Context: an optimization exercise on an open-source flow, tuned for small area. The choices shown serve that exercise and are no tape-out recipe. Only simulation tests tie the RTL to the original design; equivalence was not proved. Power is estimated from default activity; no workload was simulated.

===== design/flow/config.mk =====
export PLATFORM = sky130hd
export DESIGN_NAME = wr2_mfd
export DESIGN_NICKNAME = wr2_mfd
export VERILOG_FILES = /design/flow/design.v
export SDC_FILE = /design/flow/constraint.sdc
export NUM_CORES = 4
export LEC_CHECK = 0
export CAP_MARGIN = 20
export CORE_MARGIN = 2
export CORE_UTILIZATION = 60
export CTS_BUF_LIST = sky130_fd_sc_hd__clkbuf_4
export CTS_CLUSTER_DIAMETER = 45
export CTS_CLUSTER_SIZE = 7
export PLACE_DENSITY = 0.75
export SLEW_MARGIN = 20

===== design/flow/constraint.sdc =====
create_clock -name core_clock -period 20.0 [get_ports {clk}]
set_input_delay 4.0000 -clock core_clock [delete_from_list [all_inputs] [get_ports {clk}]]
set_output_delay 4.0000 -clock core_clock [all_outputs]
set_load 0.01 [all_outputs]

===== design/flow/design.v =====
module wr2_mfd #(
    parameter [63:0] P_SHORT_DELAY_US   = 64'd250,
    parameter [63:0] P_LONG_DELAY_US    = 64'd500,
    parameter [7:0]  P_HEADER_THRESHOLD = 8'd8,
    parameter [7:0]  P_SHORT_SIG        = 8'h45,
    parameter [7:0]  P_LONG_SIG         = 8'hA1,
    parameter [7:0]  P_CHK_MASK_SEED    = 8'h64,
    parameter [7:0]  P_CHK_ACC_SEED     = 8'h5E,
    parameter [7:0]  P_CHK_TAP          = 8'h18,
    parameter [7:0]  P_HUM_MAX          = 8'd100,
    parameter [7:0]  P_CRC_SEED         = 8'hC0,
    parameter [7:0]  P_CRC_POLY_REFL    = 8'h8C
) (
    input  wire        clk,
    input  wire        rst,
    input  wire        rx,
    input  wire [63:0] now_us,
    input  wire        bus_req,
    input  wire        bus_we,
    input  wire [5:0]  bus_addr,
    input  wire [2:0]  bus_size,
    input  wire [31:0] bus_wdata,
    output reg  [31:0] bus_rdata,
    output wire        bus_err,
    output wire        done
);
    localparam [2:0] ST_IDLE = 3'd0, ST_SEARCH = 3'd1, ST_RECV = 3'd2,
                     ST_DECODE = 3'd3, ST_DONE = 3'd4;
    localparam [1:0] PH_LEVEL = 2'd0, PH_SHORT = 2'd1, PH_LONG = 2'd2;
    localparam [2:0] RK_NONE = 3'd0, RK_THERMO = 3'd1, RK_WEATHER = 3'd2,
                     RK_TIMEOUT = 3'd4, RK_MISUSE = 3'd5;
    localparam [3:0] OP_NOP = 4'h0, OP_START = 4'h1, OP_DECODE = 4'h2,
                     OP_SNAP = 4'h3, OP_REINIT = 4'h4;
    localparam [7:0] MASK_PRE = 8'h7F;
    reg [31:0] deadline_reg;
    reg        cfg_valid, acc_short, acc_long, pol;
    reg [31:0] dl_ms;
    reg [2:0]  state;
    reg [2:0]  res_kind;
    reg [1:0]  misuse_cause;
    reg        cmd_rej;
    reg [63:0] t_call;          
    reg        dl_past;         
    reg [31:0] cnt_h, cnt_s, cnt_l;
    reg [31:0] snap_h, snap_s, snap_l;
    reg        dl_set, sdl_set, snap_set;
    reg         exp_bit;
    reg [1:0]   ph;
    reg [41:0]  t_ref;       
    reg         ref_c;       
    reg         saw0;
    reg [6:0]   nbit;        
    reg [111:0] sr;          
    reg         target_long;
    reg [7:0]   chk;         
    reg [7:0]   mask;        
    wire busy = (state == ST_SEARCH) || (state == ST_RECV) || (state == ST_DECODE);
    assign done = (state == ST_DONE);
    wire legal   = (bus_size == 3'd4) && (bus_addr[1:0] == 2'b00);
    wire [3:0] reg_idx = bus_addr[5:2];
    assign bus_err = bus_req && !legal;
    wire host_wr = bus_req && bus_we && legal;
    wire cmd_wr  = host_wr && (reg_idx == 4'd0);
    wire dl_wr   = host_wr && (reg_idx == 4'd1);
    wire [3:0] op = bus_wdata[3:0];
    reg cmd_accept;
    always @(*) begin
        case (op)
            OP_NOP, OP_SNAP:                cmd_accept = 1'b1;
            OP_START, OP_DECODE, OP_REINIT: cmd_accept = !busy;
            default:                        cmd_accept = 1'b0;
        endcase
    end
    function [31:0] inc32;
        input [31:0] a;
        input        ci;
        integer k;
        reg c;
        begin
            c = ci;
            for (k = 0; k < 32; k = k + 1) begin
                inc32[k] = a[k] ^ c;
                c = a[k] & c;
            end
        end
    endfunction
    function [31:0] add32;
        input [31:0] a, b;
        integer k;
        reg c;
        begin
            c = 1'b0;
            for (k = 0; k < 32; k = k + 1) begin
                add32[k] = a[k] ^ b[k] ^ c;
                c = (a[k] & b[k]) | (c & (a[k] ^ b[k]));
            end
        end
    endfunction
    wire [7:0] raw1 = sr[47:40];
    wire [7:0] raw2 = sr[39:32];
    wire [7:0] raw3 = sr[31:24];
    wire [7:0] raw4 = sr[23:16];
    wire [7:0] raw5 = sr[15:8];
    wire [7:0] raw6 = sr[7:0];
    wire        is_short = (res_kind == RK_THERMO);
    wire        is_long  = (res_kind == RK_WEATHER);
    wire [11:0] temp_raw = {raw3[3:0], raw4};
    wire [15:0] temp_f10 = {4'd0, temp_raw} - 16'd400;
    wire [3:0]  channel  = {1'b0, raw3[6:4]} + 4'd1;
    wire [42:0] sh_sum;
    wire [31:0] res_seq    = (is_short || is_long) ? sh_sum[31:0] : 32'd0;
    wire [31:0] res_short0 = is_short ? {4'd0, temp_raw, raw2, raw3[7], 3'd0, channel} : 32'd0;
    wire [31:0] res_short1 = is_short ? {raw6, raw5, temp_f10} : 32'd0;
    wire [31:0] res_long0  = is_long ? {sr[87:80], sr[95:88], sr[103:96], sr[111:104]} : 32'd0;
    wire [31:0] res_long1  = is_long ? {sr[55:48], sr[63:56], sr[71:64], sr[79:72]} : 32'd0;
    wire [31:0] res_long2  = is_long ? {sr[23:16], sr[31:24], sr[39:32], sr[47:40]} : 32'd0;
    wire [31:0] res_long3  = is_long ? {16'd0, sr[7:0], sr[15:8]} : 32'd0;
    wire [31:0] status_word  = {16'd0, 2'd0, misuse_cause, 3'd0, cmd_rej, 1'b0, res_kind, busy, state};
    wire [31:0] session_word = {21'd0, pol, acc_long, acc_short, 7'd0, cfg_valid};
    always @(*) begin
        bus_rdata = 32'd0;
        if (bus_req && !bus_we && legal) begin
            case (reg_idx)
                4'd1:  bus_rdata = dl_set ? deadline_reg : 32'd0;
                4'd2:  bus_rdata = session_word;
                4'd3:  bus_rdata = sdl_set ? dl_ms : 32'd0;
                4'd4:  bus_rdata = status_word;
                4'd5:  bus_rdata = res_seq;
                4'd6:  bus_rdata = res_short0;
                4'd7:  bus_rdata = res_short1;
                4'd8:  bus_rdata = res_long0;
                4'd9:  bus_rdata = res_long1;
                4'd10: bus_rdata = res_long2;
                4'd11: bus_rdata = res_long3;
                4'd12: bus_rdata = snap_set ? snap_h : 32'd0;
                4'd13: bus_rdata = snap_set ? snap_s : 32'd0;
                4'd14: bus_rdata = snap_set ? snap_l : 32'd0;
                default: bus_rdata = 32'd0;
            endcase
        end
    end
    function [7:0] crc_table;
        input [7:0] idx;
        integer k;
        reg [7:0] c;
        begin
            c = idx;
            for (k = 0; k < 8; k = k + 1)
                c = c[0] ? ((c >> 1) ^ P_CRC_POLY_REFL) : (c >> 1);
            crc_table = c;
        end
    endfunction
    wire [7:0] mask_next = {mask[0], mask[7:1]} ^ (mask[0] ? P_CHK_TAP : 8'd0);
    function [42:0] add42;               
        input [41:0] a, b;
        integer k;
        reg c;
        begin
            c = 1'b0;
            for (k = 0; k < 42; k = k + 1) begin
                add42[k] = a[k] ^ b[k] ^ c;
                c = (a[k] & b[k]) | (c & (a[k] ^ b[k]));
            end
            add42[42] = c;
        end
    endfunction
    function ge42;                       
        input [41:0] a, b;
        integer k;
        reg c;
        begin
            c = 1'b1;
            for (k = 0; k < 42; k = k + 1)
                c = (a[k] & ~b[k]) | (c & ~(a[k] ^ b[k]));
            ge42 = c;
        end
    endfunction
    wire [41:0] d_a  = {dl_ms, 10'd0};
    wire [41:0] d_b  = {7'd0, dl_ms, 3'd0};
    wire [42:0] d_ab = add42(d_a, d_b);
    wire [41:0] d_c  = ~{5'd0, dl_ms, 5'd0};
    function [41:0] sub42;
        input [41:0] a, nb;
        integer k;
        reg c;
        begin
            c = 1'b1;
            for (k = 0; k < 42; k = k + 1) begin
                sub42[k] = a[k] ^ nb[k] ^ c;
                c = (a[k] & nb[k]) | (c & (a[k] ^ nb[k]));
            end
        end
    endfunction
    wire [41:0] dl_us = sub42(d_ab[41:0], d_c);
    wire [21:0] ch_a = now_us[63:42], ch_b = ~t_call[63:42];
    wire [21:0] ch_s = ch_a ^ ch_b;
    wire        ch_eq0 = &ch_s;                                  
    wire        ch_zh  = ~|(ch_s[21:2] ^ (ch_a[20:1] | ch_b[20:1]));
    wire        ch_eq1 = ch_zh & ~ch_s[0] & ~(ch_s[1] ^ (ch_a[0] | ch_b[0]));   
    wire        ch_eq2 = ch_zh &  ch_s[0] & ~(ch_s[1] ^ (ch_a[0] & ch_b[0]));   
    wire [32:0] rm_a = now_us[41:9], rm_b = ~t_ref[41:9];
    wire [32:0] rm_s = rm_a ^ rm_b;
    wire        rm_eq0 = &rm_s;
    wire        rm_eq1 = ~|(rm_s ^ {rm_a[31:0] | rm_b[31:0], 1'b0});
    wire        rm_wrap = ~|rm_a;
    wire        top_d0 = ref_c ? ch_eq1 : ch_eq0;
    wire        top_d1 = ref_c ? ch_eq2 : ch_eq1;
    wire        rh_eq0 = rm_eq0 & top_d0;                       
    wire        rh_eq1 = rm_eq1 & (rm_wrap ? top_d1 : top_d0);  
    wire [9:0]  rl_d = {rh_eq1, now_us[8:0]} - {1'b0, t_ref[8:0]};
    wire since_ref_250 = !(rh_eq0 || rh_eq1) || (rl_d >= 10'd250);
    wire since_ref_500 = !(rh_eq0 || rh_eq1) || (rl_d >= 10'd500);
    wire        sh_dl = (state == ST_SEARCH);
    assign sh_sum = add42(sh_dl ? t_call[41:0] : {10'd0, cnt_s},
                          sh_dl ? dl_us : {10'd0, cnt_l});
    wire [42:0] dl_s  = sh_sum;
    wire        dl_ge = ge42(now_us[41:0], dl_s[41:0]);
    wire dl_expired = !sdl_set || dl_past ||
                      (ch_eq0 ? (!dl_s[42] && dl_ge) : ch_eq1 ? (!dl_s[42] || dl_ge) : 1'b1);
    wire ref_far = !ch_eq0 && !ch_eq1;
    wire exp_next = (rx == exp_bit) ? ~exp_bit : exp_bit;
    wire bit_val  = exp_next ^ pol;
    wire [7:0] byte_new = {sr[6:0], bit_val};
    wire do_reset = rst || (cmd_wr && cmd_accept && op == OP_REINIT);
    wire short_ok = acc_short && raw1 == P_SHORT_SIG && chk == raw6 && raw5 <= P_HUM_MAX;
    wire long_ok  = (chk == sr[7:0]);
    wire inc_h = (state == ST_RECV) && (ph == PH_LONG) && since_ref_500 && !saw0 &&
                 bit_val && (nbit == 7'd7);
    wire inc_s = (state == ST_DECODE) && !target_long && short_ok;
    wire inc_l = (state == ST_DECODE) && target_long && long_ok;
    always @(posedge clk) begin
        if (dl_wr)
            deadline_reg <= bus_wdata;
        if (cmd_wr && cmd_accept && op == OP_START)
            dl_ms <= deadline_reg;
        if (cmd_wr && op == OP_SNAP) begin
            snap_h <= cnt_h;
            snap_s <= cnt_s;
            snap_l <= cnt_l;
        end
    end
    always @(posedge clk) begin
        cnt_h <= do_reset ? 32'd0 : inc32(cnt_h, inc_h);
        cnt_s <= do_reset ? 32'd0 : inc32(cnt_s, inc_s);
        cnt_l <= do_reset ? 32'd0 : inc32(cnt_l, inc_l);
    end
    always @(posedge clk) begin
        if (do_reset) begin
            dl_set       <= 1'b0;
            sdl_set      <= 1'b0;
            snap_set     <= 1'b0;
            cfg_valid    <= 1'b0;
            acc_short    <= 1'b0;
            acc_long     <= 1'b0;
            pol          <= 1'b0;
            state        <= ST_IDLE;
            res_kind     <= RK_NONE;
            misuse_cause <= 2'd0;
            cmd_rej      <= 1'b0;
        end else begin
            if (dl_wr)
                dl_set <= 1'b1;
            if (cmd_wr) begin
                cmd_rej <= !cmd_accept;
                if (cmd_accept) begin
                    case (op)
                        OP_START: begin
                            cfg_valid <= 1'b1;
                            acc_short <= bus_wdata[8];
                            acc_long  <= bus_wdata[9];
                            pol       <= bus_wdata[10];
                            sdl_set   <= dl_set;
                        end
                        OP_DECODE: begin
                            if (!cfg_valid) begin
                                res_kind     <= RK_MISUSE;
                                misuse_cause <= 2'd1;
                                state        <= ST_DONE;
                            end else if (!acc_short && !acc_long) begin
                                res_kind     <= RK_MISUSE;
                                misuse_cause <= 2'd2;
                                state        <= ST_DONE;
                            end else begin
                                res_kind     <= RK_NONE;
                                misuse_cause <= 2'd0;
                                state        <= ST_SEARCH;
                            end
                        end
                        OP_SNAP: snap_set <= 1'b1;
                        default: ;
                    endcase
                end
            end
            case (state)
                ST_SEARCH: begin
                    if (dl_expired) begin
                        res_kind <= RK_TIMEOUT;
                        state    <= ST_DONE;
                    end else begin
                        state    <= ST_RECV;
                    end
                end
                ST_RECV: begin
                    if (ph == PH_SHORT) begin
                        if (since_ref_250 && rx != exp_bit)
                            state <= ST_SEARCH;
                    end else if (ph == PH_LONG) begin
                        if (since_ref_500) begin
                            if (!saw0) begin
                                if (!bit_val && !nbit[3]) begin
                                    state <= ST_SEARCH;
                                end
                            end else if (nbit[2:0] == 3'd7 &&
                                         nbit[6:3] == (target_long ? 4'd15 : 4'd6)) begin
                                state <= ST_DECODE;
                            end
                        end
                    end
                end
                ST_DECODE: begin
                    if (target_long) begin
                        if (long_ok) begin
                            res_kind <= RK_WEATHER;
                            state    <= ST_DONE;
                        end else begin
                            state <= ST_SEARCH;
                        end
                    end else begin
                        if (short_ok) begin
                            res_kind <= RK_THERMO;
                            state    <= ST_DONE;
                        end else begin
                            state <= ST_SEARCH;
                        end
                    end
                end
                default: ;
            endcase
        end
    end
    always @(posedge clk) begin
        if (cmd_wr && cmd_accept && op == OP_DECODE) begin
            t_call  <= now_us;
            dl_past <= 1'b0;
        end
        if (state == ST_SEARCH) begin
            exp_bit     <= ~pol;
            ph          <= PH_LEVEL;
            saw0        <= 1'b0;
            nbit        <= 7'd0;
            target_long <= 1'b0;
            chk         <= P_CHK_ACC_SEED;
            mask        <= MASK_PRE;
        end else if (state == ST_RECV) begin
            case (ph)
                PH_LEVEL: begin
                    if (rx == exp_bit) begin
                        t_ref <= now_us[41:0];
                        ref_c <= ch_eq1;
                        if (ref_far) begin
                            dl_past       <= 1'b1;
                            t_call[63:42] <= now_us[63:42];
                        end
                        ph    <= PH_SHORT;
                    end
                end
                PH_SHORT: begin
                    if (since_ref_250) begin
                        t_ref <= now_us[41:0];
                        ref_c <= ch_eq1;
                        if (ref_far) begin
                            dl_past       <= 1'b1;
                            t_call[63:42] <= now_us[63:42];
                        end
                        ph    <= PH_LONG;
                    end
                end
                PH_LONG: begin
                    if (since_ref_500) begin
                        exp_bit <= exp_next;
                        ph      <= PH_LEVEL;
                        if (!saw0) begin
                            if (bit_val) begin
                                if (!nbit[3])
                                    nbit <= nbit + 7'd1;
                            end else begin
                                saw0 <= 1'b1;
                                nbit <= 7'd0;
                            end
                        end else begin
                            nbit <= nbit + 7'd1;
                            if (nbit[6:2] != 5'b11111)
                                sr <= {sr[110:0], bit_val};
                            mask <= mask_next;
                            if (nbit == 7'd15 && acc_long && byte_new == P_LONG_SIG) begin
                                target_long <= 1'b1;
                                chk         <= P_CRC_SEED;
                            end else if (target_long) begin
                                if (nbit[2:0] == 3'd3 && nbit[6:3] >= 4'd2 && nbit[6:3] <= 4'd14)
                                    chk <= crc_table(chk ^ byte_new);
                            end else begin
                                if (bit_val && nbit[6:3] >= 4'd1 && nbit[6:3] <= 4'd5)
                                    chk <= chk ^ mask_next;
                            end
                        end
                    end
                end
                default: ph <= PH_LEVEL;
            endcase
        end
    end
endmodule

===== design/flow/flow/run.sh =====
#!/bin/bash
set -uo pipefail
here=$(pwd)
mkdir -p "$here/scripts_abc"
for f in "$FLOW_HOME"/scripts/*; do ln -sf "$f" "$here/scripts_abc/"; done
rm -f "$here/scripts_abc/abc_speed.script"
cp "$here/flow/abc_map.script" "$here/scripts_abc/abc_speed.script"
export BUFFER_PORTS_ARGS="-buffer_cell sky130_fd_sc_hd__buf_1"
export CTS_ARGS="-sink_clustering_enable -repair_clock_nets -buf_list sky130_fd_sc_hd__clkbuf_4 -sink_clustering_size 7 -sink_clustering_max_diameter 45 -dont_use_dummy_load"
bash standard.sh SCRIPTS_DIR="$here/scripts_abc" finish > standard_flow.log 2>&1

===== design/flow/flow/abc_map.script =====
&get -n
&st
&syn2
&dch
&nf
&st
&syn2
&dch
&nf
&st
&syn2
&dch
&nf
&st
&syn2
&dch
&nf
&st
&syn2
&dch
&nf
&st
&dch
&nf
&put

===== design/flow/standard.sh =====
#!/bin/bash
# synth_recipe.tcl (not shown) runs the flow's synth.tcl, then flattens the netlist and writes it again
# the make line also repeats each setting of config.mk as NAME=value (left out here)
make -C /OpenROAD-flow-scripts/flow DESIGN_CONFIG=/design/flow/config.mk WORK_HOME=/design/flow/orfs CLKGATE_MAP_FILE= SYNTH_SCRIPT=/design/flow/synth_recipe.tcl "${@:-finish}"

==> summary.txt <==
## critical path, delay by kind of cell, from the launching register on
kind,cells,cell delay (ns)
adder cells (fa/ha/maj),32,13.11
AO/OA/AOI/OAI,2,0.48
AND/OR/NAND/NOR,3,0.44
buffers and inverters,3,0.36
flip-flops,1,0.35
## layer usage
metal  track usage  wire (µm)  up-vias
met4         0.151       3310        0
met5             0          0        -
met3        0.0831       9410      223
met1         0.459      28300     9015
li1              -          -     8273
met2         0.538      34200     1216
## cell families after synthesis
group           synth area share
buf+inv                   0.0232
flops                      0.544
mux                      0.00238
fa+ha+maj                  0.181
simple gates               0.109
compound gates             0.118
xor+xnor                  0.0235
## stage by stage
stage,setup WS [ns],total power [µW]
finish,0.462,2300
global route,0.0127,2410
CTS,0.0476,2300
detailed placement,-0.311,1750
global placement,-0.148,1730
floorplan,0.0668,1570
## power groups by stage
stage               clock, µW  combinational, µW  sequential, µW
floorplan                   0                349            1230
global placement            0                500            1230
detailed placement          0                519            1230
CTS                       570                527            1200
global route              608                591            1210
finish                    562                532            1210
## path summary, 6_finish.rpt
| check | endpoint | slack (ns) | depth (start not counted) |
|---|---|---|---|
| setup reg to reg | res_kind[0] | 1.52 | 49 |
| setup / recovery | bus_rdata[31] | 0.46 | 40 |
| hold / removal | sr[37] | 0.38 | 0 |
| hold reg to reg | sr[37] | 0.38 | 0 |
## repair_timing
item	in CTS	in global routing
cloned	0	0
hold buffers	0	0
gates resized for setup	23	5
setup endpoints to repair	3	1
pin swaps	2	2
## final cells by class
cell class | count | area (µm²)
Clock buffer | 87 | 653
Fill cell | 3187 | 14000
Multi-Input combinational cell | 1385 | 11300
Antenna cell | 4 | 10.0
Sequential cell | 520 | 14000
Inverter | 159 | 597
Tap cell | 539 | 674
Timing Repair Buffer | 189 | 883
## cell usage in the layout, fill, tap and decap left out, drive strengths merged, types with 6 or more instances in the layout
cell type | Yosys | final
nand4 | 21 | 21
or3 | 15 | 15
a21oi | 90 | 90
dfxtp | 162 | 162
clkinv | 159 | 158
or2 | 7 | 7
xor2 | 23 | 23
a21o | 47 | 47
clkbuf | 0 | 87
a211oi | 10 | 10
nand3 | 30 | 30
a31oi | 27 | 27
nor2b | 12 | 12
buf | 0 | 189
nor3 | 17 | 17
nand2b | 12 | 12
nand2 | 214 | 214
fa | 97 | 97
o22ai | 20 | 20
ha | 216 | 216
a22oi | 32 | 32
a222oi | 72 | 72
and3 | 13 | 13
edfxtp | 358 | 358
and2 | 102 | 102
xnor2 | 46 | 46
a221oi | 20 | 20
nor4b | 6 | 6
nor4 | 21 | 21
o21ai | 63 | 63
nor2 | 89 | 89
==> impl_metrics.json <==
{
  "final_area_um2": 28100,
  "max_slew_margin": 0.264,
  "slowest_delay_ns": 0.50,
  "largest_reg_flops": 112,
  "period_minus_slack_ns": 19.54,
  "synth_enable_flop_cells": 358,
  "leakagePower_uw": 0.0104,
  "seqPwrFrac": 0.524,
  "rsz0062_at_grt": "false",
  "via_per_inst": 6.50,
  "grt_antenna_before_repair": 4,
  "syn-cell-area_um2": 25700,
  "die_y_um": 211,
  "combinationalPowerShare": 0.231,
  "cap_violations": 0,
  "synth_common_cells": "edfxtp_1 (358), ha_1 (216), nand2_1 (214), dfxtp_1 (162), clkinv_1 (159)",
  "firstDrtPassIters": 9,
  "path_class": "register to output pin",
  "synthesis.nets": 2487,
  "grt_remaining_overflow": 0,
  "routedWlPerCell_um": 26.1,
  "start_util": 0.611,
  "clockRootBuffer": "clkbuf_4",
  "hold_viol": 0,
  "first_global_vias": 18900,
  "core-area_um2": 42100,
  "cts_setup_buffers": 0,
  "drv_slew": 0,
  "ys_ff_latch": 520,
  "ios": 144,
  "dp_hpwl_um": 55800,
  "insertion_delay_ns": 0.87,
  "cts_tree": "built",
  "globalplace.congestion": 0.942,
  "hold_path.class": "register to register",
  "hp-start": "sr[36]",
  "synth-seq-area-share": 0.544,
  "r2r-start": "dl_ms[2]",
  "fin_util": 0.667,
  "drc": 0,
  "htreeDepth": 3,
  "grt_usage": 0.343,
  "ys_warn_count": 1,
  "fin_cells": 2883,
  "io_buffers": 143,
  "cts_buffers": 87,
  "startpoint": "state[0]",
  "critPathMaxFanout": 4,
  "yosysTopAreaCellShare": 0.418,
  "die_area_um2": 44500,
  "clk_pin_slew_ns": 0.08,
  "p_sw_frac": 0.308,
  "clkPwrFrac": 0.244,
  "finalCritPeriodShare": 0.977,
  "status": "complete, no violations",
  "clock_path_buffers": 3,
  "dr_total_vias": 18700,
  "drive_above_1_share": 0.0756,
  "fmax_ghz": 0.0512,
  "totalWireLength_um": 75300,
  "die_x_um": 211,
  "fin_worst_skew_ns": 0.133,
  "syn_inst": 2064,
  "synth.distinct_cells": 56,
  "synth_top_flop_cell": "edfxtp_1",
  "crit_path_end_kind": "output pin",
  "synth.largest_area_cell": "edfxtp_1",
  "dp.cells": 2792,
  "largestRegisters": "sr x112, t_call x64, t_ref x42",
  "cp.required_ns": 16.00,
  "avgSynthCellArea_um2": 12.5,
  "async_flop_share": 0,
  "finalSetupTns_ns": 0,
  "yosys-top-cells-area": "edfxtp_1 (42%), dfxtp_1 (13%), ha_1 (11%), fa_1 (7.5%), nand2_1 (3.1%)",
  "area_growth_pct": 9.24,
  "timing.hold.ws_ns": 0.384,
  "p_per_area_nw_per_um2": 81.8,
  "intPower_uw": 1590,
  "yosysMostFrequentCell": "edfxtp_1",
  "cp-start-kind": "register",
  "detailedRoute.firstIterationViolations": 2659,
  "regMostFlops": "sr",
  "ir_drop_uv": 57.2,
  "fp-row-count": 75,
  "crit_slowest_cell": "fa_1",
  "cp.arrival_ns": 15.54,
  "clock_sinks": 520,
  "grt_pass1_wl_um": 113000,
  "grt_max_degree": 68,
  "finalSetupViolCount": 0,
  "p_switching_uw": 709,
  "fin_nets": 2765,
  "crit_path_frequent_cell": "fa_2",
  "drtAntennaViolNets": 0,
  "worstMarginPinSlew_ns": 1.09,
  "post_dp_cell_area_um2": 27400
}

port drivers added, routing unchanged:
In the flow no input, the clock included, has a driving cell. The finished layout below was timed again as built, in two steps. Step 1 (the two cells are an assumption about what drives the block):
set clk [get_ports {clk}]
set_driving_cell -lib_cell sky130_fd_sc_hd__clkbuf_16 $clk
set_driving_cell -lib_cell sky130_fd_sc_hd__buf_2 [delete_from_list [all_inputs] $clk]
Step 2 times the ports against the registers' clock, not the clock port: input delays grow and output delays shrink by t, the midpoint of the rising clock arrivals with the driver on. Slacks: ideal / step 1 / step 2; pairs: ideal / step 1.
t (ns): 0.859
setup slack, ns: 0.462 / 0.408 / 1.267
worst register clock-pin slew, ns: 0.10 / 0.10
After both steps setup and hold are still met in this run. The setup slack of this run moves by -0.054 ns with the drivers and by +0.805 ns with both steps.
